Context: an optimization exercise on an open-source flow, tuned for small area, a short achievable clock period and few clock cycles per item. The choices shown serve that exercise and are no tape-out recipe.
The RTL was checked by simulation tests, not by an equivalence proof against the original design.

--- flow/config.mk ---
export PLATFORM = sky130hd
export DESIGN_NAME = sigpcm_geneval
export DESIGN_NICKNAME = sigpcm_geneval
export VERILOG_FILES = /design/flow/design.v
export SDC_FILE = /design/flow/constraint.sdc
export NUM_CORES = 4
export LEC_CHECK = 0
export CAP_MARGIN = 20
export CELL_PAD_IN_SITES_DETAIL_PLACEMENT = 1
export CELL_PAD_IN_SITES_GLOBAL_PLACEMENT = 2
export CORE_MARGIN = 2
export CORE_UTILIZATION = 25
export PLACE_DENSITY = 0.4
export SETUP_SLACK_MARGIN = 5
export SLEW_MARGIN = 20
export SYNTH_MEMORY_MAX_BITS = 32768
--- flow/constraint.sdc ---
create_clock -name core_clock -period 14.0 [get_ports {clk}]
set_input_delay 2.8000 -clock core_clock [delete_from_list [all_inputs] [get_ports {clk}]]
set_output_delay 2.8000 -clock core_clock [all_outputs]
set_load 0.01 [all_outputs]
--- flow/design.v ---
module sigpcm_sine_lut (
    input  wire [6:0]  j,
    output reg  [62:0] level
);
    always @(*) begin
        case (j)
            7'd0: level = 63'h0000000000000000;
            7'd1: level = 63'h03242abef46ccfbf;
            7'd2: level = 63'h0647d97c437604fa;
            7'd3: level = 63'h096a9049670cfae6;
            7'd4: level = 63'h0c8bd35e14da15f1;
            7'd5: level = 63'h0fab272b54b9871a;
            7'd6: level = 63'h12c8106e8e613a22;
            7'd7: level = 63'h15e214448b3fc655;
            7'd8: level = 63'h18f8b83c69a60ab6;
            7'd9: level = 63'h1c0b826a7e4f62fc;
            7'd10: level = 63'h1f19f97b215f1aaf;
            7'd11: level = 63'h2223a4c563eceec1;
            7'd12: level = 63'h25280c5dab3e0b51;
            7'd13: level = 63'h2826b9282ecc0286;
            7'd14: level = 63'h2b1f34eb563fb9fc;
            7'd15: level = 63'h2e110a61f48b3d5d;
            7'd16: level = 63'h30fbc54d5d52c5a3;
            7'd17: level = 63'h33def28751db145b;
            7'd18: level = 63'h36ba2013c2b98056;
            7'd19: level = 63'h398cdd326388bc2d;
            7'd20: level = 63'h3c56ba700dec763c;
            7'd21: level = 63'h3f1749b7f13573f6;
            7'd22: level = 63'h41ce1e648bffb65a;
            7'd23: level = 63'h447acd506d2c8a10;
            7'd24: level = 63'h471cece6b9a321b2;
            7'd25: level = 63'h49b41533744b7aa2;
            7'd26: level = 63'h4c3fdff385c0d383;
            7'd27: level = 63'h4ebfe8a48142e4f1;
            7'd28: level = 63'h5133cc942477585f;
            7'd29: level = 63'h539b2aef8f97a44e;
            7'd30: level = 63'h55f5a4d233b27e8a;
            7'd31: level = 63'h5842dd5474b37b6d;
            7'd32: level = 63'h5a827999fcef3241;
            7'd33: level = 63'h5cb420dfbffe590d;
            7'd34: level = 63'h5ed77c89aabebb78;
            7'd35: level = 63'h60ec382ffe5db748;
            7'd36: level = 63'h62f201ac545d02d3;
            7'd37: level = 63'h64e88926498fed3c;
            7'd38: level = 63'h66cf811fce1d02ce;
            7'd39: level = 63'h68a69e81189e0776;
            7'd40: level = 63'h6a6d98a43a868c0c;
            7'd41: level = 63'h6c2429605407fe6d;
            7'd42: level = 63'h6dca0d1465b8f643;
            7'd43: level = 63'h6f5f02b1be54a67d;
            7'd44: level = 63'h70e2cbc602f6c348;
            7'd45: level = 63'h72552c84d047d3d9;
            7'd46: level = 63'h73b5ebd0f31dcbc2;
            7'd47: level = 63'h7504d3453724e6b0;
            7'd48: level = 63'h7641af3cca3518a2;
            7'd49: level = 63'h776c4edb3308f183;
            7'd50: level = 63'h78848413da1b92fe;
            7'd51: level = 63'h798a23b1238447b9;
            7'd52: level = 63'h7a7d055b18b76975;
            7'd53: level = 63'h7b5d039da1258cf3;
            7'd54: level = 63'h7c29fbee48c35ca8;
            7'd55: level = 63'h7ce3ceb193962313;
            7'd56: level = 63'h7d8a5f3fdd72c0aa;
            7'd57: level = 63'h7e1d93e9c52ea4d5;
            7'd58: level = 63'h7e9d55fc22945a85;
            7'd59: level = 63'h7f0991c3867f4d1e;
            7'd60: level = 63'h7f62368f44949677;
            7'd61: level = 63'h7fa736b40620e854;
            7'd62: level = 63'h7fd8878de5b5f78e;
            7'd63: level = 63'h7ff62182133432ec;
            7'd64: level = 63'h7fffffffffffffff;
            default: level = 63'd0;
        endcase
    end
endmodule
module sigpcm_geneval (
    input  wire        clk,
    input  wire        rst,           
    input  wire        req_valid,
    output wire        req_ready,
    input  wire [63:0] req_kind,      
    input  wire [63:0] req_param,     
    input  wire [63:0] req_delay,     
    input  wire [63:0] req_time,      
    input  wire [3:0]  req_width,     
    output wire        resp_valid,
    output wire [2:0]  resp_err,
    output wire [63:0] resp_info,
    output wire [63:0] resp_level,
    output wire [63:0] resp_quant
);
    localparam ARCH = 0;    
    localparam [63:0] UNIT_LEVEL = 64'h7FFF_FFFF_FFFF_FFFF;
    localparam [63:0] NEG_UNIT   = 64'h8000_0000_0000_0001;
    localparam [2:0] K_NONE   = 3'd0,
                     K_SINE   = 3'd1,
                     K_PULSE  = 3'd2,
                     K_SQUARE = 3'd3,
                     K_RUP    = 3'd4,
                     K_RDOWN  = 3'd5;
    localparam [2:0] E_OK      = 3'd0,
                     E_WIDTH   = 3'd1,
                     E_KIND    = 3'd2,
                     E_PARAM   = 3'd3,
                     E_BUFFER  = 3'd4;
    localparam [3:0] S_IDLE   = 4'd0,
                     S_C1     = 4'd1,    
                     S_C2     = 4'd2,    
                     S_C3     = 4'd3,    
                     S_MOD    = 4'd4,    
                     S_NEGFIX = 4'd5,    
                     S_IDX    = 4'd6,    
                     S_SQ     = 4'd7,    
                     S_LUT    = 4'd8,    
                     S_NEGL   = 4'd9,    
                     S_DIV    = 4'd10;   
    localparam [1:0] C_ZERO = 2'd0, C_UNIT = 2'd1, C_NEGU = 2'd2;
    reg [3:0]  state;
    reg        rdy;
    reg        vld;
    reg [2:0]  err_r;
    reg [2:0]  kind;
    reg        kind_big;   
    reg        kind_buf;   
    reg [3:0]  width;
    reg [5:0]  qsel;       
    reg        neg;        
    reg [4:0]  cnt;
    reg [4:0]  sh;         
    reg        f_div;      
    reg        f_cin0;     
    reg [63:0] R;          
    reg [63:0] D;          
    reg [63:0] Q;          
    assign req_ready  = rdy;
    assign resp_valid = vld;
    assign resp_err   = err_r;
    assign resp_info  = Q;
    assign resp_level = R;
    assign resp_quant = ({64{qsel[0]}} & {56'd0, R[63:56] ^ 8'h80}) |
                        ({64{qsel[1]}} & {48'd0, R[63:48]}) |
                        ({64{qsel[2]}} & {40'd0, R[63:40]}) |
                        ({64{qsel[3]}} & {32'd0, R[63:32]}) |
                        ({64{qsel[4]}} & {16'd0, R[63:16]}) |
                        ({64{qsel[5]}} & R);
    wire [5:0] wdec = {width == 4'd8, width == 4'd6, width == 4'd4,
                       width == 4'd3, width == 4'd2, width == 4'd1};
    wire width_ok  = |wdec;
    wire p_neg     = Q[63];
    wire p_zero    = (Q == 64'd0);
    wire kind_pos  = (kind == K_SINE) || (kind == K_SQUARE) || (kind == K_RUP) || (kind == K_RDOWN);
    wire is_ramp   = (kind == K_RUP) || (kind == K_RDOWN);
    reg [2:0] chk_err;
    always @(*) begin
        if (!width_ok)                              chk_err = E_WIDTH;
        else if (kind_big)                          chk_err = E_KIND;
        else if (kind_pos && (p_neg || p_zero))     chk_err = E_PARAM;
        else if (kind == K_PULSE && p_neg)          chk_err = E_PARAM;
        else if (kind_buf)                          chk_err = E_BUFFER;
        else                                        chk_err = E_OK;
    end
    wire [65:0] A  = f_div ? {R, Q[63:62]} : {2'b00, R};
    wire [65:0] d1 = {2'b00, D};
    wire [65:0] d2 = {1'b0, D, 1'b0};
    wire        cin1 = !f_cin0;
    wire [65:0] Y1, Y2, Y3;
    wire [65:0] cs_s = A ^ ~d1 ^ ~d2;
    wire [65:0] cs_c = {(A[64:0] & ~d1[64:0]) | (A[64:0] & ~d2[64:0]) | (~d1[64:0] & ~d2[64:0]), 1'b1};
    pfx_add #(.W(66), .ARCH(ARCH)) u_add1 (.a(A),    .b(~d1),  .cin(cin1), .s(Y1));
    pfx_add #(.W(66), .ARCH(ARCH)) u_add2 (.a(A),    .b(~d2),  .cin(1'b1), .s(Y2));
    pfx_add #(.W(66), .ARCH(ARCH)) u_add3 (.a(cs_s), .b(cs_c), .cin(1'b1), .s(Y3));
    wire        ge1 = !Y1[65];
    wire        ge2 = !Y2[65];
    wire        ge3 = !Y3[65];
    wire [1:0]  dig = {ge2, ge3 | (ge1 & !ge2)};
    wire        t3 = ge3, t2 = ge2 & !ge3, t1 = ge1 & !ge2, t0 = !ge1;
    wire [63:0] rstep = ({64{t3}} & Y3[63:0]) | ({64{t2}} & Y2[63:0]) |
                        ({64{t1}} & Y1[63:0]) | ({64{t0}} & A[63:0]);
    wire        r_nz, p_nz;
    wire [5:0]  r_lz, p_lz;
    sigpcm_lzc u_lzr (.x(R), .nz(r_nz), .lz(r_lz));
    sigpcm_lzc u_lzp (.x(Q), .nz(p_nz), .lz(p_lz));
    wire [6:0]  e_len = {1'b0, p_lz} - {1'b0, r_lz};
    wire [4:0]  m_len = (r_nz && !e_len[6]) ? e_len[5:1] : 5'd0;
    wire [5:0]  shamt = (state == S_C3) ? {sh, 1'b0} : 6'd0;
    wire [63:0] p_shl = Q << shamt;
    wire [7:0]  idx  = Q[7:0];
    wire [6:0]  lj   = idx[6] ? (7'd64 - {1'b0, idx[5:0]}) : {1'b0, idx[5:0]};
    wire [62:0] lval;
    sigpcm_sine_lut u_lut (
        .j     (lj),
        .level (lval)
    );
    wire ramp_le0 = R[63] || (R[62:0] == {63{1'b1}});    
    wire [63:0] q_next = {Q[61:0], dig};
    reg        fin;
    reg [1:0]  fsrc;      
    reg [1:0]  fconst;
    always @(*) begin
        fin    = 1'b0;
        fsrc   = 2'd0;
        fconst = C_ZERO;
        case (state)
            S_C1: if (chk_err != E_OK || kind == K_NONE) fin = 1'b1;
            S_C2: begin
                if (is_ramp) begin
                    if (ramp_le0) begin
                        fin = 1'b1;
                        fconst = (kind == K_RUP) ? C_ZERO : C_UNIT;
                    end else if (ge1) begin
                        fin = 1'b1;
                        fconst = (kind == K_RUP) ? C_UNIT : C_ZERO;
                    end
                end else if (kind == K_PULSE) begin
                    fin = 1'b1;
                    fconst = (!R[63] && !ge1) ? C_UNIT : C_ZERO;
                end
            end
            S_SQ: begin
                fin = 1'b1;
                fconst = ge2 ? C_NEGU : C_UNIT;
            end
            S_LUT: if (!idx[7]) begin
                fin  = 1'b1;
                fsrc = 2'd1;
            end
            S_NEGL: begin
                fin  = 1'b1;
                fsrc = 2'd2;
            end
            S_DIV: if (cnt == 5'd0) begin
                fin  = 1'b1;
                fsrc = 2'd3;
            end
            default: ;
        endcase
    end
    reg [63:0] flevel;
    always @(*) begin
        case (fsrc)
            2'd1:    flevel = {1'b0, lval};
            2'd2:    flevel = ~Y1[63:0];
            2'd3:    flevel = {1'b0, q_next[63:1] ^ {63{kind == K_RDOWN}}};
            default: flevel = (fconst == C_UNIT) ? UNIT_LEVEL :
                              (fconst == C_NEGU) ? NEG_UNIT : 64'd0;
        endcase
    end
    reg [3:0] nstate;
    always @(*) begin
        nstate = state;
        case (state)
            S_IDLE:   if (req_valid) nstate = S_C1;
            S_C1:     nstate = S_C2;
            S_C2:     nstate = is_ramp ? S_DIV : S_C3;
            S_C3:     nstate = S_MOD;
            S_MOD:    if (cnt == 5'd0) nstate = neg ? S_NEGFIX : (kind == K_SINE) ? S_IDX : S_SQ;
            S_NEGFIX: nstate = (kind == K_SINE) ? S_IDX : S_SQ;
            S_IDX:    if (cnt == 5'd0) nstate = S_LUT;
            S_LUT:    nstate = S_NEGL;
            S_DIV:    nstate = S_DIV;            
            default:  nstate = S_IDLE;
        endcase
        if (fin) nstate = S_IDLE;
    end
    wire acc_kbig = (|req_kind[63:3]) || (req_kind[2:0] == 3'd7);
    wire acc_kbuf = !(|req_kind[63:3]) && (req_kind[2:0] == 3'd6);
    wire        r_step = (state == S_MOD) || (state == S_IDX) || (state == S_DIV && cnt != 5'd0);
    wire        r_inv  = (state == S_NEGFIX) ||
                         (state == S_C1 && (kind == K_SINE || kind == K_SQUARE) && Y1[63]);
    reg  [63:0] r_other;
    always @(*) begin
        if (fin)
            r_other = (state == S_C1 && chk_err != E_OK) ? 64'd0 : flevel;
        else case (state)
            S_IDLE:           r_other = req_valid ? req_time : R;
            S_C1, S_NEGFIX:   r_other = Y1[63:0] ^ {64{r_inv}};
            S_LUT:            r_other = {1'b0, lval};
            default:          r_other = R;
        endcase
    end
    wire [63:0] r_next = r_step ? rstep : r_other;
    always @(posedge clk) begin
        R <= r_next;
    end
    always @(posedge clk) begin
        if (rst) begin
            state <= S_IDLE;
            rdy   <= 1'b1;
            vld   <= 1'b0;
        end else begin
            state <= nstate;
            rdy   <= (nstate == S_IDLE);
            vld   <= fin;
            f_div  <= (nstate == S_IDX) || (nstate == S_DIV) || (nstate == S_SQ);
            f_cin0 <= (state == S_IDLE && ((req_kind[2:0] == K_RUP) || (req_kind[2:0] == K_RDOWN))) ||
                      (nstate == S_NEGL);
            case (state)
                S_IDLE: if (req_valid) begin
                    D        <= req_delay;
                    Q        <= (acc_kbig || acc_kbuf) ? req_kind : req_param;
                    kind     <= req_kind[2:0];
                    kind_big <= acc_kbig;
                    kind_buf <= acc_kbuf;
                    width    <= req_width;
                end
                S_C1: begin
                    neg <= Y1[63];
                    D <= p_shl;                             
                    if (is_ramp) Q <= {~Y1[62:0], 1'b0};    
                end
                S_C2: begin
                    sh  <= m_len;
                    cnt <= is_ramp ? 5'd31 : m_len;
                end
                S_C3: begin
                    D <= p_shl;                             
                end
                S_MOD: begin
                    cnt <= cnt - 5'd1;
                    if (cnt == 5'd0) begin
                        D   <= p_shl;                       
                        Q   <= 64'd0;
                        cnt <= 5'd3;
                    end else begin
                        D <= {2'b00, D[63:2]};
                    end
                end
                S_IDX, S_DIV: begin
                    Q   <= q_next;
                    cnt <= cnt - 5'd1;
                end
                S_LUT: begin
                    D <= 64'd0;
                end
                default: ;
            endcase
            if (fin) begin
                err_r <= (state == S_C1) ? chk_err : E_OK;
                if (state == S_C1 && chk_err != E_OK) begin
                    Q    <= (chk_err == E_WIDTH) ? {60'd0, width} : Q;
                    qsel <= 6'd0;
                end else begin
                    Q    <= 64'd0;
                    qsel <= wdec;
                end
            end
        end
    end
endmodule
module sigpcm_lzc (
    input  wire [63:0] x,
    output wire        nz,
    output wire [5:0]  lz
);
    wire [63:0]  v0 = x;
    wire [31:0]  v1;  wire [31:0]  c1;
    wire [15:0]  v2;  wire [31:0]  c2;
    wire [7:0]   v3;  wire [23:0]  c3;
    wire [3:0]   v4;  wire [15:0]  c4;
    wire [1:0]   v5;  wire [9:0]   c5;
    genvar i;
    generate
        for (i = 0; i < 32; i = i + 1) begin : l1
            assign v1[i] = v0[2*i+1] | v0[2*i];
            assign c1[i] = !v0[2*i+1];
        end
        for (i = 0; i < 16; i = i + 1) begin : l2
            assign v2[i] = v1[2*i+1] | v1[2*i];
            assign c2[2*i+1 -: 2] = v1[2*i+1] ? {1'b0, c1[2*i+1]} : {1'b1, c1[2*i]};
        end
        for (i = 0; i < 8; i = i + 1) begin : l3
            assign v3[i] = v2[2*i+1] | v2[2*i];
            assign c3[3*i+2 -: 3] = v2[2*i+1] ? {1'b0, c2[4*i+3 -: 2]} : {1'b1, c2[4*i+1 -: 2]};
        end
        for (i = 0; i < 4; i = i + 1) begin : l4
            assign v4[i] = v3[2*i+1] | v3[2*i];
            assign c4[4*i+3 -: 4] = v3[2*i+1] ? {1'b0, c3[6*i+5 -: 3]} : {1'b1, c3[6*i+2 -: 3]};
        end
        for (i = 0; i < 2; i = i + 1) begin : l5
            assign v5[i] = v4[2*i+1] | v4[2*i];
            assign c5[5*i+4 -: 5] = v4[2*i+1] ? {1'b0, c4[8*i+7 -: 4]} : {1'b1, c4[8*i+3 -: 4]};
        end
    endgenerate
    assign nz = v5[1] | v5[0];
    assign lz = v5[1] ? {1'b0, c5[9:5]} : {1'b1, c5[4:0]};
endmodule
module pfx_add #(parameter W = 66, parameter ARCH = 1) (
    input  wire [W-1:0] a,
    input  wire [W-1:0] b,
    input  wire         cin,
    output wire [W-1:0] s
);
    localparam N = W + 1;
    localparam L = 7;            
    wire [N-1:0] g0 = {a & b, cin};
    wire [N-1:0] p0 = {a ^ b, 1'b0};
    wire [N-1:0] c;    
    genvar l, i;
    generate
    if (ARCH == 0) begin : skl
        wire [N-1:0] G [0:L];
        wire [N-1:0] P [0:L];
        assign G[0] = g0; assign P[0] = p0;
        for (l = 0; l < L; l = l + 1) begin : lv
            for (i = 0; i < N; i = i + 1) begin : b
                if (((i >> l) & 1) == 1) begin : m
                    localparam integer j = ((i >> l) << l) - 1;
                    assign G[l+1][i] = G[l][i] | (P[l][i] & G[l][j]);
                    assign P[l+1][i] = P[l][i] & P[l][j];
                end else begin : t
                    assign G[l+1][i] = G[l][i];
                    assign P[l+1][i] = P[l][i];
                end
            end
        end
        assign c = G[L];
    end else if (ARCH == 1) begin : bk
        wire [N-1:0] G [0:2*L];
        wire [N-1:0] P [0:2*L];
        assign G[0] = g0; assign P[0] = p0;
        for (l = 0; l < L; l = l + 1) begin : up
            for (i = 0; i < N; i = i + 1) begin : b
                if ((i % (2 << l)) == ((2 << l) - 1)) begin : m
                    assign G[l+1][i] = G[l][i] | (P[l][i] & G[l][i - (1 << l)]);
                    assign P[l+1][i] = P[l][i] & P[l][i - (1 << l)];
                end else begin : t
                    assign G[l+1][i] = G[l][i];
                    assign P[l+1][i] = P[l][i];
                end
            end
        end
        for (l = L - 2; l >= 0; l = l - 1) begin : dn
            for (i = 0; i < N; i = i + 1) begin : b
                if ((i % (2 << l)) == ((1 << l) - 1) && i >= (2 << l)) begin : m
                    assign G[2*L-1-l][i] = G[2*L-2-l][i] | (P[2*L-2-l][i] & G[2*L-2-l][i - (1 << l)]);
                    assign P[2*L-1-l][i] = P[2*L-2-l][i] & P[2*L-2-l][i - (1 << l)];
                end else begin : t
                    assign G[2*L-1-l][i] = G[2*L-2-l][i];
                    assign P[2*L-1-l][i] = P[2*L-2-l][i];
                end
            end
        end
        assign c = G[2*L-1];
    end else begin : rc
        assign c[0] = cin;
        for (i = 1; i < N; i = i + 1) begin : b
            assign c[i] = g0[i] | (p0[i] & c[i-1]);
        end
    end
    endgenerate
    assign s = p0[N-1:1] ^ c[N-2:0];
endmodule
--- flow/run.sh ---
#!/bin/bash
# synth_recipe.tcl (not shown) runs the flow's synth.tcl, then flattens the netlist and writes it again
# the make line also repeats each setting of config.mk as NAME=value (left out here)
make -C /OpenROAD-flow-scripts/flow DESIGN_CONFIG=/design/flow/config.mk WORK_HOME=/design/flow/orfs CLKGATE_MAP_FILE= SYNTH_SCRIPT=/design/flow/synth_recipe.tcl finish
==> flow_metrics.py, run 1 <==
metrics = {
    "grt": {
        "grt_pass1_wl_um": 417400,
        "grt_pass1_vias": 45650,
        "grt_max_degree": 89,
        "grt_usage_pct": 39.61,
        "grt-ovfl-total": 0,
        "grt_antenna_before_repair": 40,
    },
    "critical_path": {
        "cp.required_ps": 14330,
        "crit_path_frequent_cell": "buf_4",
        "worstPathArrival_ps": 7590,
        "crit_start": "f_div",
        "crit_chain": "buf_4, buf_4, o21ai_0, fa_1, ha_1, a21oi_1, o21ai_0, a22oi_1, a32o_1, o21ai_1, nand3_1, a311oi_2, xor2_1, buf_4, nand2_2, nor2_1, a2111oi_0, o32ai_1",
        "path_class": "reg -> reg",
        "cp_slowest_stage_delay_ps": 770,
        "slowest_stage": "a2111oi_0",
        "r2r-start": "f_div",
        "worstPathMaxFanout": 54,
        "endpoint_kind": "flop",
        "crit_path_start_kind": "flop",
    },
    "route": {
        "top_layer": "met5",
        "viasPerCell": 6.404,
        "drc_errors": 0,
        "dr.pass1.iters": 7,
        "drt_iter0_markers": 6493,
        "dr_wl_met3_um": 31710,
        "wl_met2_um": 131700,
        "drt-met1-wl_um": 136300,
        "via_count": 46820,
        "drt-wirelength-per-cell_um": 42.92,
        "routed_wirelength_um": 313800,
        "final_antenna_net_count": 0,
    },
    "synthesis": {
        "synth_cell_types": 118,
        "ys_top_cells_by_area": "edfxtp_1, ha_1, a21oi_1",
        "synthDominantCellAreaShare_pct": 17.85,
        "ys_seq_elements": 229,
        "synth_area_mm2": 0.03751,
        "synth-edff-count": 223,
        "synthArstFlopShare_pct": 0,
        "synth-main-ff-cell": "edfxtp_1",
        "synth_nets": 5491,
        "yosys.area.top_type": "edfxtp_1",
        "synth.avg_cell_area_um2": 7.604,
        "synthCells": 4933,
        "yosys_warnings": 3,
        "seq_area_frac_synth_pct": 18.17,
    },
    "sta": {
        "timing.final.crit_share_pct": 51.85,
        "fin_worst_skew_ps": 41.38,
        "final_max_slew_viol_count": 0,
        "clock.fmax_ghz": 0.1378,
        "finalHoldViolCount": 0,
        "slew_headroom_pct": 16.45,
        "period_minus_slack_ps": 7259,
        "worstMarginPinSlew_ps": 1247,
        "finalSetupTns_ps": 0,
        "rsz0062_at_grt": "no",
        "setup_violations": 0,
    },
    "status": {
        "run_status": "no timing/DRC/antenna violations",
    },
    "final_layout": {
        "mostFrequentLayoutCells": "a21oi_1, clkdlybuf4s50_1, nand2_1",
        "stdcell_count": 7311,
        "finalNetCount": 5810,
        "fillCellCount": 17760,
        "layout-drive-gt1-share_pct": 9.544,
        "syn2layout_area_growth_pct": 24.13,
        "fin_area_mm2": 0.04656,
        "regArea_mm2": 0.006817,
        "mostFrequentLayoutCell": "a21oi_1",
        "multiInputGateArea_mm2": 0.02881,
    },
    "placed_design": {
        "dp_hpwl_um": 247400,
        "gp_congestion": 1.016,
        "dpl_cell_area_mm2": 0.04519,
        "io_buffers": 459,
        "placed_cells": 7227,
    },
    "clocking": {
        "cts_setup_buffers": 0,
        "cts_tree": "built",
        "cts-root-buf": "clkbuf_16",
        "cts_resized": 0,
        "clk_pin_slew_worst_paths_ps": 60,
        "cts_inserted_buffers": 38,
        "clk_path_buf_depth": 3,
        "insertion_delay_ps": 640,
        "hold_buffers": 0,
        "cts.sinks": 229,
        "htree_levels": 2,
    },
    "floorplan": {
        "die_w_um": 391.4,
        "die_h_um": 391.4,
        "core_mm2": 0.1494,
        "start_util_pct": 25.11,
        "ios": 460,
        "rows": 142,
        "die-area_mm2": 0.1532,
    },
    "worst_hold_path": {
        "hold_start": "D[30]",
        "hold_class": "reg -> reg",
    },
    "job": {
        "drv_cap": 0,
    },
}
-- worst paths after layout --
check	endpoint	slack (ps)	depth (start not counted)
worst max register to register	R[61]	6740	18
worst min-delay path	D[28]	590	2
worst min register to register	D[28]	590	2
worst max-delay path	R[61]	6740	18
-- cell type report --
type	instances	share of cell area (%)
flip-flops and latches	229	14.64
well taps	2016	5.417
multi-input cells	4106	61.88
clock inverters	22	0.6557
inverters	188	1.516
clock buffers	47	2.136
diodes	14	0.07524
repair buffers	689	13.68
-- metal layers --
metal  global-route usage (%)  vias to the layer above
met4                    15.32                       22
met1                    54.18                    24100
li1                         -                    19480
met3                    10.83                      453
met2                    58.60                     2760
met5                        0                        -
-- sequential cells by signal, indices dropped and copies added, names as in the netlist, 3 cells and up --
name	count
Q	64
width	4
err_r	3
sh	5
qsel	6
R	64
D	64
state	4
cnt	5
kind	3
-- synth_stat cells (all sizes together), types with 19 or more instances --
library cell / count
o21ai: 397
a31oi: 86
o221a: 27
ha: 217
fa: 78
xnor2: 175
and3: 36
a21o: 44
xor2: 106
inv: 187
nand2: 457
nor4: 50
edfxtp: 223
nand4: 50
o22ai: 22
buf: 105
o221ai: 72
mux2: 53
o211ai: 45
a32oi: 19
a222oi: 52
or4: 20
nand3: 104
nor2: 455
a221oi: 148
nand2b: 30
o21bai: 30
and2: 42
nor3: 120
nor2b: 23
o21a: 26
a22o: 24
o31ai: 28
clkbuf: 305
a21oi: 507
a2111oi: 24
a221o: 25
a211oi: 78
a22oi: 91
mux2i: 166
-- worst max-delay path: cells and delay by family (launching register included) --
| family | cells | cell delay [ps] |
|---|---|---|
| AND/OR/NAND/NOR | 3 | 830 |
| buffers and inverters | 3 | 1310 |
| adder cells (fa/ha/maj) | 2 | 880 |
| XOR/XNOR | 1 | 120 |
| AO/OA/AOI/OAI | 9 | 3340 |
| flip-flops | 1 | 320 |
-- through the flow --
stage               hold WS (ps)  setup WS, ps  utilization, %
CTS                        577.2          6767           31.11
floorplan                  530.3          5878               -
global placement           565.5          6838           30.21
global route               607.9          6480           31.14
finish                     588.0          6741           31.16
detailed placement         558.7          6806           30.24
-- kinds of logic after synthesis --
family | synth area share (%)
fa+ha+maj | 11.40
compound gates | 33.56
mux | 6.114
buf+inv | 6.274
simple gates | 17.88
flops | 18.17
xor+xnor | 6.601
Testbench counts, summed over its fixed seeds: cycles 105,715, items 4,800.
==> run 2: changes to the inputs <==
--- a/flow/design.v
+++ b/flow/design.v
@@ -127,7 +127,7 @@
     reg        neg;        
     reg [4:0]  cnt;
     reg [4:0]  sh;         
-    reg        f_div;      
+    reg        f_div_lo, f_div_hi;
     reg        f_cin0;     
     reg [63:0] R;          
     reg [63:0] D;          
@@ -159,7 +159,8 @@
         else if (kind_buf)                          chk_err = E_BUFFER;
         else                                        chk_err = E_OK;
     end
-    wire [65:0] A  = f_div ? {R, Q[63:62]} : {2'b00, R};
+    wire [65:0] A  = {f_div_hi ? R[63:31] : {2'b00, R[63:33]},
+                      f_div_lo ? {R[30:0], Q[63:62]} : R[32:0]};
     wire [65:0] d1 = {2'b00, D};
     wire [65:0] d2 = {1'b0, D, 1'b0};
     wire        cin1 = !f_cin0;
@@ -291,7 +292,8 @@
             state <= nstate;
             rdy   <= (nstate == S_IDLE);
             vld   <= fin;
-            f_div  <= (nstate == S_IDX) || (nstate == S_DIV) || (nstate == S_SQ);
+            f_div_lo <= (nstate == S_IDX) || (nstate == S_DIV) || (nstate == S_SQ);
+            f_div_hi <= (nstate == S_IDX) || (nstate == S_DIV) || (nstate == S_SQ) || (nstate == S_LUT);
             f_cin0 <= (state == S_IDLE && ((req_kind[2:0] == K_RUP) || (req_kind[2:0] == K_RDOWN))) ||
                       (nstate == S_NEGL);
             case (state)
==> flow/flow/run.sh (new file) <==
#!/bin/bash
set -euo pipefail
SETUP_MARGIN=${SETUP_MARGIN:-8.5}
bash standard.sh synth > synth.log 2>&1
bash standard.sh "SETUP_SLACK_MARGIN=$SETUP_MARGIN" \
    "BUFFER_PORTS_ARGS=-buffer_cell sky130_fd_sc_hd__buf_1" finish > layout.log 2>&1
==> flow/standard.sh (new file) <==
#!/bin/bash
# synth_recipe.tcl (not shown) runs the flow's synth.tcl, then flattens the netlist and writes it again
# the make line also repeats each setting of config.mk as NAME=value (left out here)
make -C /OpenROAD-flow-scripts/flow DESIGN_CONFIG=/design/flow/config.mk WORK_HOME=/design/flow/orfs CLKGATE_MAP_FILE= SYNTH_SCRIPT=/design/flow/synth_recipe.tcl "${@:-finish}"
--- a/flow/config.mk
+++ b/flow/config.mk
@@ -11,6 +11,5 @@
 export CORE_MARGIN = 2
 export CORE_UTILIZATION = 25
 export PLACE_DENSITY = 0.4
-export SETUP_SLACK_MARGIN = 5
 export SLEW_MARGIN = 20
 export SYNTH_MEMORY_MAX_BITS = 32768
removed: flow/run.sh
==> run 2 against run 1 <==
Net effect:
- maximum frequency increased by 24%
- critical path depth increased by 8
- die area decreased by 0.54%
- hold slack got worse by 21 ps
- design area increased by 2.2%
- count of clock-buffer cells in the layout decreased by 2
- utilization increased by 0.98 points
- non-clock buffer count increased by 162
- critical path type unchanged
==> flow_metrics.py, run 2 <==
metrics = {
    "grt": {
        "grt_pass1_vias": 46210,
        "grt_max_degree": 99,
        "grt_antenna_before_repair": 30,
        "grt-ovfl-total": 0,
        "grt_usage_pct": 39.66,
        "grt_pass1_wl_um": 416900,
    },
    "synthesis": {
        "synth_cell_types": 99,
        "synth_most_common_cell": "a21oi_1",
        "synth.avg_cell_area_um2": 7.566,
        "ys_top_cells_by_area": "edfxtp_1, ha_1, a21oi_1",
        "yosys.area.top_type": "edfxtp_1",
        "synthDominantCellAreaShare_pct": 18.03,
        "ys_seq_elements": 230,
        "synth_nets": 5489,
        "yosys_warnings": 3,
        "synth_area_mm2": 0.03731,
        "synth-main-ff-cell": "edfxtp_1",
        "seq_area_frac_synth_pct": 18.35,
        "ys_top_cells_by_count": "a21oi_1, nand2_1, nor2_1",
        "synthCells": 4931,
        "synthArstFlopShare_pct": 0,
        "synth-edff-count": 224,
    },
    "floorplan": {
        "die_h_um": 390.3,
        "start_util_pct": 25.20,
        "die-area_mm2": 0.1523,
        "core_mm2": 0.1480,
        "ios": 460,
        "rows": 141,
        "die_w_um": 390.3,
    },
    "clocking": {
        "cts_tree": "built",
        "clk_path_buf_depth": 3,
        "insertion_delay_ps": 620,
        "hold_buffers": 0,
        "htree_levels": 2,
        "cts.sinks": 230,
        "clk_pin_slew_worst_paths_ps": 60,
        "cts-root-buf": "clkbuf_16",
        "cts_inserted_buffers": 37,
    },
    "sta": {
        "period_minus_slack_ps": 5862,
        "worstMarginPinSlew_ps": 1327,
        "timing.final.crit_share_pct": 41.87,
        "rsz0062_at_grt": "yes",
        "clock.fmax_ghz": 0.1706,
        "final_max_slew_viol_count": 0,
        "finalSetupTns_ps": 0,
        "finalHoldViolCount": 0,
        "slew_headroom_pct": 11.08,
        "setup_violations": 0,
        "holdWs_ps": 567.1,
        "fin_worst_skew_ps": 35.62,
    },
    "critical_path": {
        "worstPathMaxFanout": 5,
        "critPathBufInv": 6,
        "endpoint_kind": "flop",
        "cp.required_ps": 14440,
        "slowest_stage": "o211ai_1",
        "crit_family": "compound AO/OA/AOI/OAI gates",
        "crit_path_start_kind": "flop",
        "path_class": "reg -> reg",
        "worstPathArrival_ps": 6310,
        "cp_slowest_stage_delay_ps": 440,
    },
    "route": {
        "routed_wirelength_um": 315500,
        "drt-wirelength-per-cell_um": 42.89,
        "final_antenna_net_count": 0,
        "drc_errors": 0,
        "drt-met1-wl_um": 132500,
        "top_layer": "met5",
        "via_count": 47300,
        "dr.pass1.iters": 7,
        "drt_iter0_markers": 6109,
        "dr_wl_met3_um": 28210,
        "wl_met2_um": 137800,
        "viasPerCell": 6.430,
    },
    "final_layout": {
        "syn2layout_area_growth_pct": 27.52,
        "layout-drive-gt1-share_pct": 16.39,
        "mostFrequentLayoutCell": "a21oi_1",
        "largestRegisters": "D: 64 flops, Q: 64 flops, R: 64 flops",
        "mostFrequentLayoutCells": "a21oi_1, buf_1, nand2_1",
        "finalNetCount": 5943,
    },
    "placed_design": {
        "io_buffers": 459,
        "gp_congestion": 0.9935,
        "dp_hpwl_um": 238700,
    },
    "job": {
        "drv_cap": 0,
    },
    "worst_hold_path": {
        "hold_class": "reg -> reg",
    },
    "status": {
        "run_status": "no timing/DRC/antenna violations",
    },
}
run 2: repair_timing:
action,4_1_cts,5_1_grt
resized for setup,347,213
pin swaps,75,91
gates cloned,14,5
setup endpoints to repair,252,153
setup buffers,102,51
run 2: layout make-up:
class / instances / area (µm²)
diodes: 13 / 32.53
clock buffers: 45 / 998.5
clock inverters: 22 / 235.2
fillers: 17550 / 100400
inverters: 193 / 728.2
multi-input cells: 4072 / 30670
flip-flops and latches: 230 / 6847
well taps: 1930 / 2415
repair buffers: 851 / 5647
run 2: worst paths after layout:
check / cells after the start / startpoint / slack (ps) / end
setup / recovery: 26 / f_div_lo / 8140 / R[28]
hold / removal: 2 / D[29] / 570 / D[27]
setup reg to reg: 26 / f_div_lo / 8140 / R[28]
hold reg to reg: 2 / D[29] / 570 / D[27]
run 2: kinds of logic after synthesis:
| family | count (synthesis) | synth area share (%) |
|---|---|---|
| and+or+nand+nor | 1343 | 16.33 |
| xor gates and xnor gates | 300 | 7.094 |
| muxes | 207 | 5.749 |
| buffers and inverters | 631 | 6.641 |
| adders and majority gates | 295 | 11.46 |
| DFF | 230 | 18.35 |
| AOI/OAI and AO/OA | 1925 | 34.37 |
run 2: worst reg2reg max path, stage by stage (launching register included):
cell,delay [ps]
edfxtp_1,410
buf_12,180
buf_16,160
mux2_4,340
buf_6,140
ha_4,270
o211ai_1,110
o211ai_1,440
nand4b_1,370
a21boi_4,330
o2111ai_4,190
a21boi_4,280
buf_6,130
nor2_4,40
xnor2_2,150
o21ai_1,140
a22oi_1,110
o31ai_2,280
nor2b_2,200
ha_2,200
nor2_4,40
or3_4,420
buf_12,150
buf_12,140
a41oi_4,270
nand2_2,120
o211ai_1,100
run 2: metal layers:
metal	up-vias	GRT usage, %
li1	19680	-
met1	24370	51.73
met2	2652	61.43
met3	581	9.792
met4	16	18.10
met5	-	0
run 2: stage by stage:
stage               instances  utilization (%)  setup slack (ps)  cell area (µm²)
global route             7344            32.12              8089            47540
finish                   7356            32.14              8138            47570
CTS                      7287            31.03              8228            45930
floorplan                4931                -              8543            37330
global placement         7104            28.28              6554            41860
detailed placement       7104            28.28              6544            41860
Testbench counts of run 2, summed over its fixed seeds: cycles 105,715, items 4,800.
==> run 3: changes to the inputs <==
--- a/flow/design.v
+++ b/flow/design.v
@@ -106,7 +106,6 @@
     localparam [3:0] S_IDLE   = 4'd0,
                      S_C1     = 4'd1,    
                      S_C2     = 4'd2,    
-                     S_C3     = 4'd3,    
                      S_MOD    = 4'd4,    
                      S_NEGFIX = 4'd5,    
                      S_IDX    = 4'd6,    
@@ -126,23 +125,21 @@
     reg [5:0]  qsel;       
     reg        neg;        
     reg [4:0]  cnt;
-    reg [4:0]  sh;         
-    reg        f_div_lo, f_div_hi;
+    reg [65:0] R;          
     reg        f_cin0;     
-    reg [63:0] R;          
     reg [63:0] D;          
     reg [63:0] Q;          
     assign req_ready  = rdy;
     assign resp_valid = vld;
     assign resp_err   = err_r;
     assign resp_info  = Q;
-    assign resp_level = R;
+    assign resp_level = R[63:0];
     assign resp_quant = ({64{qsel[0]}} & {56'd0, R[63:56] ^ 8'h80}) |
                         ({64{qsel[1]}} & {48'd0, R[63:48]}) |
                         ({64{qsel[2]}} & {40'd0, R[63:40]}) |
                         ({64{qsel[3]}} & {32'd0, R[63:32]}) |
                         ({64{qsel[4]}} & {16'd0, R[63:16]}) |
-                        ({64{qsel[5]}} & R);
+                        ({64{qsel[5]}} & R[63:0]);
     wire [5:0] wdec = {width == 4'd8, width == 4'd6, width == 4'd4,
                        width == 4'd3, width == 4'd2, width == 4'd1};
     wire width_ok  = |wdec;
@@ -159,8 +156,7 @@
         else if (kind_buf)                          chk_err = E_BUFFER;
         else                                        chk_err = E_OK;
     end
-    wire [65:0] A  = {f_div_hi ? R[63:31] : {2'b00, R[63:33]},
-                      f_div_lo ? {R[30:0], Q[63:62]} : R[32:0]};
+    wire [65:0] A  = R;
     wire [65:0] d1 = {2'b00, D};
     wire [65:0] d2 = {1'b0, D, 1'b0};
     wire        cin1 = !f_cin0;
@@ -174,16 +170,14 @@
     wire        ge2 = !Y2[65];
     wire        ge3 = !Y3[65];
     wire [1:0]  dig = {ge2, ge3 | (ge1 & !ge2)};
-    wire        t3 = ge3, t2 = ge2 & !ge3, t1 = ge1 & !ge2, t0 = !ge1;
-    wire [63:0] rstep = ({64{t3}} & Y3[63:0]) | ({64{t2}} & Y2[63:0]) |
-                        ({64{t1}} & Y1[63:0]) | ({64{t0}} & A[63:0]);
+    wire [63:0] rstep = ge3 ? Y3[63:0] : ge2 ? Y2[63:0] : ge1 ? Y1[63:0] : A[63:0];
     wire        r_nz, p_nz;
     wire [5:0]  r_lz, p_lz;
-    sigpcm_lzc u_lzr (.x(R), .nz(r_nz), .lz(r_lz));
+    sigpcm_lzc u_lzr (.x(R[63:0]), .nz(r_nz), .lz(r_lz));
     sigpcm_lzc u_lzp (.x(Q), .nz(p_nz), .lz(p_lz));
     wire [6:0]  e_len = {1'b0, p_lz} - {1'b0, r_lz};
     wire [4:0]  m_len = (r_nz && !e_len[6]) ? e_len[5:1] : 5'd0;
-    wire [5:0]  shamt = (state == S_C3) ? {sh, 1'b0} : 6'd0;
+    wire [5:0]  shamt = (state == S_C2 && !is_ramp) ? {m_len, 1'b0} : 6'd0;
     wire [63:0] p_shl = Q << shamt;
     wire [7:0]  idx  = Q[7:0];
     wire [6:0]  lj   = idx[6] ? (7'd64 - {1'b0, idx[5:0]}) : {1'b0, idx[5:0]};
@@ -252,8 +246,7 @@
         case (state)
             S_IDLE:   if (req_valid) nstate = S_C1;
             S_C1:     nstate = S_C2;
-            S_C2:     nstate = is_ramp ? S_DIV : S_C3;
-            S_C3:     nstate = S_MOD;
+            S_C2:     nstate = is_ramp ? S_DIV : S_MOD;
             S_MOD:    if (cnt == 5'd0) nstate = neg ? S_NEGFIX : (kind == K_SINE) ? S_IDX : S_SQ;
             S_NEGFIX: nstate = (kind == K_SINE) ? S_IDX : S_SQ;
             S_IDX:    if (cnt == 5'd0) nstate = S_LUT;
@@ -265,24 +258,6 @@
     end
     wire acc_kbig = (|req_kind[63:3]) || (req_kind[2:0] == 3'd7);
     wire acc_kbuf = !(|req_kind[63:3]) && (req_kind[2:0] == 3'd6);
-    wire        r_step = (state == S_MOD) || (state == S_IDX) || (state == S_DIV && cnt != 5'd0);
-    wire        r_inv  = (state == S_NEGFIX) ||
-                         (state == S_C1 && (kind == K_SINE || kind == K_SQUARE) && Y1[63]);
-    reg  [63:0] r_other;
-    always @(*) begin
-        if (fin)
-            r_other = (state == S_C1 && chk_err != E_OK) ? 64'd0 : flevel;
-        else case (state)
-            S_IDLE:           r_other = req_valid ? req_time : R;
-            S_C1, S_NEGFIX:   r_other = Y1[63:0] ^ {64{r_inv}};
-            S_LUT:            r_other = {1'b0, lval};
-            default:          r_other = R;
-        endcase
-    end
-    wire [63:0] r_next = r_step ? rstep : r_other;
-    always @(posedge clk) begin
-        R <= r_next;
-    end
     always @(posedge clk) begin
         if (rst) begin
             state <= S_IDLE;
@@ -292,34 +267,42 @@
             state <= nstate;
             rdy   <= (nstate == S_IDLE);
             vld   <= fin;
-            f_div_lo <= (nstate == S_IDX) || (nstate == S_DIV) || (nstate == S_SQ);
-            f_div_hi <= (nstate == S_IDX) || (nstate == S_DIV) || (nstate == S_SQ) || (nstate == S_LUT);
-            f_cin0 <= (state == S_IDLE && ((req_kind[2:0] == K_RUP) || (req_kind[2:0] == K_RDOWN))) ||
-                      (nstate == S_NEGL);
             case (state)
                 S_IDLE: if (req_valid) begin
+                    R        <= {2'b00, req_time};
                     D        <= req_delay;
                     Q        <= (acc_kbig || acc_kbuf) ? req_kind : req_param;
                     kind     <= req_kind[2:0];
                     kind_big <= acc_kbig;
                     kind_buf <= acc_kbuf;
                     width    <= req_width;
+                    f_cin0   <= (req_kind[2:0] == K_RUP) || (req_kind[2:0] == K_RDOWN);
                 end
                 S_C1: begin
                     neg <= Y1[63];
+                    if ((kind == K_SINE || kind == K_SQUARE) && Y1[63])
+                        R <= {2'b00, ~Y1[63:0]};
+                    else
+                        R <= {2'b00, Y1[63:0]};
                     D <= p_shl;                             
                     if (is_ramp) Q <= {~Y1[62:0], 1'b0};    
+                    f_cin0 <= 1'b0;
                 end
                 S_C2: begin
-                    sh  <= m_len;
+                    if (is_ramp) begin
+                        R     <= {R[63:0], Q[63:62]};       
+                    end else begin
+                        D <= p_shl;                         
+                    end
                     cnt <= is_ramp ? 5'd31 : m_len;
                 end
-                S_C3: begin
-                    D <= p_shl;                             
-                end
                 S_MOD: begin
+                    R   <= {2'b00, rstep};
                     cnt <= cnt - 5'd1;
                     if (cnt == 5'd0) begin
+                        if (!neg) begin
+                            R     <= {rstep, 2'b00};        
+                        end
                         D   <= p_shl;                       
                         Q   <= 64'd0;
                         cnt <= 5'd3;
@@ -327,21 +310,30 @@
                         D <= {2'b00, D[63:2]};
                     end
                 end
+                S_NEGFIX: begin
+                    R     <= {~Y1[63:0], 2'b00};            
+                end
                 S_IDX, S_DIV: begin
+                    R   <= {rstep, Q[61:60]};
                     Q   <= q_next;
                     cnt <= cnt - 5'd1;
                 end
                 S_LUT: begin
-                    D <= 64'd0;
+                    R      <= {3'b000, lval};
+                    D      <= 64'd0;
+                    f_cin0 <= 1'b1;                         
                 end
                 default: ;
             endcase
             if (fin) begin
-                err_r <= (state == S_C1) ? chk_err : E_OK;
+                err_r  <= (state == S_C1) ? chk_err : E_OK;
+                f_cin0 <= 1'b0;
                 if (state == S_C1 && chk_err != E_OK) begin
+                    R    <= 66'd0;
                     Q    <= (chk_err == E_WIDTH) ? {60'd0, width} : Q;
                     qsel <= 6'd0;
                 end else begin
+                    R    <= {2'b00, flevel};
                     Q    <= 64'd0;
                     qsel <= wdec;
                 end
==> flow/flow/run.sh (replaced) <==
#!/bin/bash
set -euo pipefail
SETUP_MARGIN=${SETUP_MARGIN:-8.5}
bash standard.sh synth > synth.log 2>&1
bash standard.sh "SETUP_SLACK_MARGIN=$SETUP_MARGIN" finish > layout.log 2>&1
--- a/flow/config.mk
+++ b/flow/config.mk
@@ -5,11 +5,11 @@
 export SDC_FILE = /design/flow/constraint.sdc
 export NUM_CORES = 4
 export LEC_CHECK = 0
-export CAP_MARGIN = 20
+export CAP_MARGIN = 35
 export CELL_PAD_IN_SITES_DETAIL_PLACEMENT = 1
 export CELL_PAD_IN_SITES_GLOBAL_PLACEMENT = 2
 export CORE_MARGIN = 2
 export CORE_UTILIZATION = 25
 export PLACE_DENSITY = 0.4
-export SLEW_MARGIN = 20
+export SLEW_MARGIN = 35
 export SYNTH_MEMORY_MAX_BITS = 32768
==> run 3 against run 2 <==
Net effect:
- sequential share of layout area is 2.5 points lower
- register-to-register slack worse by 350 ps
- synthesized area is 7.7% higher
- count of clock-buffer cells in the layout is 2 higher
- setup slack worse by 350 ps
- die area is 7.6% higher
- critical path type unchanged
==> flow_metrics.py, run 3 <==
metrics = {
    "critical_path": {
        "r2r-start": "Q[30]",
        "worst_r2r_endpoint": "D[51]",
        "cp_slowest_stage_delay_ps": 820,
        "endpoint_kind": "flop",
        "rrSetupSlack_ps": 7790,
        "path_class": "reg -> reg",
        "crit_path_frequent_cell": "buf_4",
        "cp.required_ps": 14400,
        "crit_family": "simple AND/OR/NAND/NOR gates",
        "worstPathMaxFanout": 9,
        "worstPathArrival_ps": 6610,
        "critPathBufInv": 5,
        "crit_chain": "nor4_1, nand4_1, nor2_1, o221ai_1, a31o_2, and2_1, fa_2, nor2b_2, o21ai_2, a21boi_2, o21ai_2, buf_4, a211oi_4, buf_4, buf_4, buf_12, and2_4, buf_4, mux2i_1, mux2i_1, mux2i_2, a222oi_1, a21bo_2",
        "slowest_stage": "nor4_1",
        "crit_path_start_kind": "flop",
        "reg2reg_depth": 23,
    },
    "sta": {
        "final_max_slew_viol_count": 0,
        "finalHoldViolCount": 0,
        "period_minus_slack_ps": 6210,
        "clock.fmax_ghz": 0.1610,
        "worstMarginPinSlew_ps": 1168,
        "slew_headroom_pct": 21.33,
        "holdWs_ps": 600.7,
        "setup_violations": 0,
        "timing.final.crit_share_pct": 44.35,
        "finalSetupTns_ps": 0,
        "rsz0062_at_grt": "yes",
        "fin_worst_skew_ps": 44.64,
    },
    "floorplan": {
        "die_w_um": 404.9,
        "die_h_um": 404.9,
        "start_util_pct": 25.11,
        "ios": 460,
        "die-area_mm2": 0.1640,
        "rows": 147,
        "core_mm2": 0.1600,
    },
    "final_layout": {
        "finalNetCount": 6548,
        "post-route-util_pct": 35.15,
        "mostFrequentLayoutCells": "a21oi_1, buf_4, clkdlybuf4s50_1",
        "largest_reg_flops": 66,
        "largestRegisters": "R: 66 flops, D: 64 flops, Q: 64 flops",
        "top_register": "R",
        "layout-drive-gt1-share_pct": 21.66,
        "syn2layout_area_growth_pct": 39.95,
        "mostFrequentLayoutCell": "a21oi_1",
    },
    "clocking": {
        "cts_inserted_buffers": 36,
        "cts.sinks": 225,
        "htree_levels": 2,
        "hold_buffers": 0,
        "clk_path_buf_depth": 3,
        "cts_tree": "built",
        "insertion_delay_ps": 650,
        "clk_pin_slew_worst_paths_ps": 60,
        "cts-root-buf": "clkbuf_16",
    },
    "route": {
        "viasPerCell": 6.625,
        "drt-wirelength-per-cell_um": 45.24,
        "routed_wirelength_um": 367100,
        "drc_errors": 0,
        "final_antenna_net_count": 0,
        "dr.pass1.iters": 7,
        "via_count": 53760,
        "drt_iter0_markers": 7253,
    },
    "grt": {
        "grt_pass1_vias": 51800,
        "grt_antenna_before_repair": 50,
        "grt-ovfl-total": 0,
        "grt_max_degree": 95,
        "grt_pass1_wl_um": 480100,
        "grt_usage_pct": 42.67,
    },
    "synthesis": {
        "ys_seq_elements": 225,
        "synth_nets": 5936,
        "synth.avg_cell_area_um2": 7.473,
        "seq_area_frac_synth_pct": 16.66,
        "synth_cell_types": 114,
        "synthDominantCellAreaShare_pct": 16.36,
        "synth-main-ff-cell": "edfxtp_1",
        "yosys.area.top_type": "edfxtp_1",
        "synth_most_common_cell": "a21oi_1",
        "ys_top_cells_by_area": "edfxtp_1, a21oi_1, ha_1",
        "yosys_warnings": 3,
        "synthCells": 5378,
        "ys_top_cells_by_count": "a21oi_1, nand2_1, nor2_1",
        "synth-edff-count": 219,
        "synth_area_mm2": 0.04019,
        "synthArstFlopShare_pct": 0,
    },
    "placed_design": {
        "io_buffers": 459,
        "gp_congestion": 1.005,
        "dp_hpwl_um": 269700,
    },
    "worst_hold_path": {
        "hold_class": "reg -> reg",
        "hold_depth": 2,
        "hold_start": "D[40]",
        "worstHoldEndpoint": "D[38]",
    },
    "status": {
        "run_status": "no timing/DRC/antenna violations",
    },
    "job": {
        "drv_cap": 0,
    },
}
-- run 3: area by class of cell --
cell class	count	area (µm²)
antenna	14	35.03
clock buffer	47	962.2
clock inverter	16	186.4
fill	18670	103800
inverter	179	739.5
multi-input combinational	4442	33840
sequential	225	6696
tap	2086	2610
timing repair buffer	1106	11180
-- run 3: kinds of logic after synthesis --
logic type / synth area share [%]
muxes: 5.134
and+or+nand+nor: 17.55
adders and majority gates: 10.64
DFF: 16.66
AOI/OAI and AO/OA: 35.75
xor gates and xnor gates: 6.451
buffers and inverters: 7.808
-- run 3: how the worst max path moves through the flow --
stage,start,to,cells past startpoint
after floorplan,Q[9],D[26],26
after global placement,R[27],D[17],18
after detailed placement,Q[11],D[25],25
after CTS,Q[10],D[61],29
after global routing,Q[9],D[59],30
final,Q[30],D[51],23
-- run 3: per-layer routing --
| metal | up-vias | GRT usage [%] | part of all wire, % |
|---|---|---|---|
| li1 | 21770 | - | - |
| met1 | 27490 | 55.26 | 40 |
| met2 | 3596 | 63.40 | 42 |
| met3 | 861 | 12.46 | 11 |
| met4 | 46 | 23.09 | 6.9 |
| met5 | - | 0 | 0.089 |
-- run 3: worst min-delay path, cell delays in order (launching register included) --
cell	delay (ps)
edfxtp_1	350
a22oi_1	80
nand2_1	70
-- run 3: metrics by stage --
step	cell area (µm²)	worst slack, ps	std cells
2_1_floorplan	40230	8505	5378
3_3_place_gp	47400	5867	7640
3_5_place_dp	47720	6484	7651
4_1_cts	54050	7660	7994
5_1_grt	56210	7654	8103
6_report	56240	7790	8115
-- run 3: timing repair --
| action | CTS | global route |
|---|---|---|
| endpoints found under the hold margin | 0 | 0 |
| gates cloned | 27 | 8 |
| endpoints found under the setup margin | 321 | 193 |
| buffers inserted | 253 | 96 |
| pin swaps | 75 | 102 |
| resized for setup | 497 | 259 |
Testbench counts of run 3, summed over its fixed seeds: cycles 103,556, items 4,800.

[port drivers added, routing unchanged]
The flow's constraints put no driver on any port. The routed layouts listed below were extracted and timed again, unchanged, in two steps.
Step 1 assumes that a clkbuf_16 drives the clock port and a buf_2 every other input.
Step 2, shift: input delay + t, output delay - t, t = (earliest + latest rising clock arrival at the registers) / 2. This alone moves slack from input paths to output paths.
Three values: ideal ports, drivers, drivers and shift; two values: the first two.
run | t (ns) | slack for setup (ns) | pins driven straight from the clock port
run 1 | 0.705 | 6.741 / 6.741 / 6.741 | 1
run 2 | 0.680 | 8.138 / 8.138 / 8.098 | 1
run 3 | 0.722 | 7.790 / 7.790 / 7.790 | 1
After both steps every run listed still meets setup and hold. For run 2, which loses most, drivers alone change the setup slack by 0.000 ns; drivers and shift together by -0.040 ns.
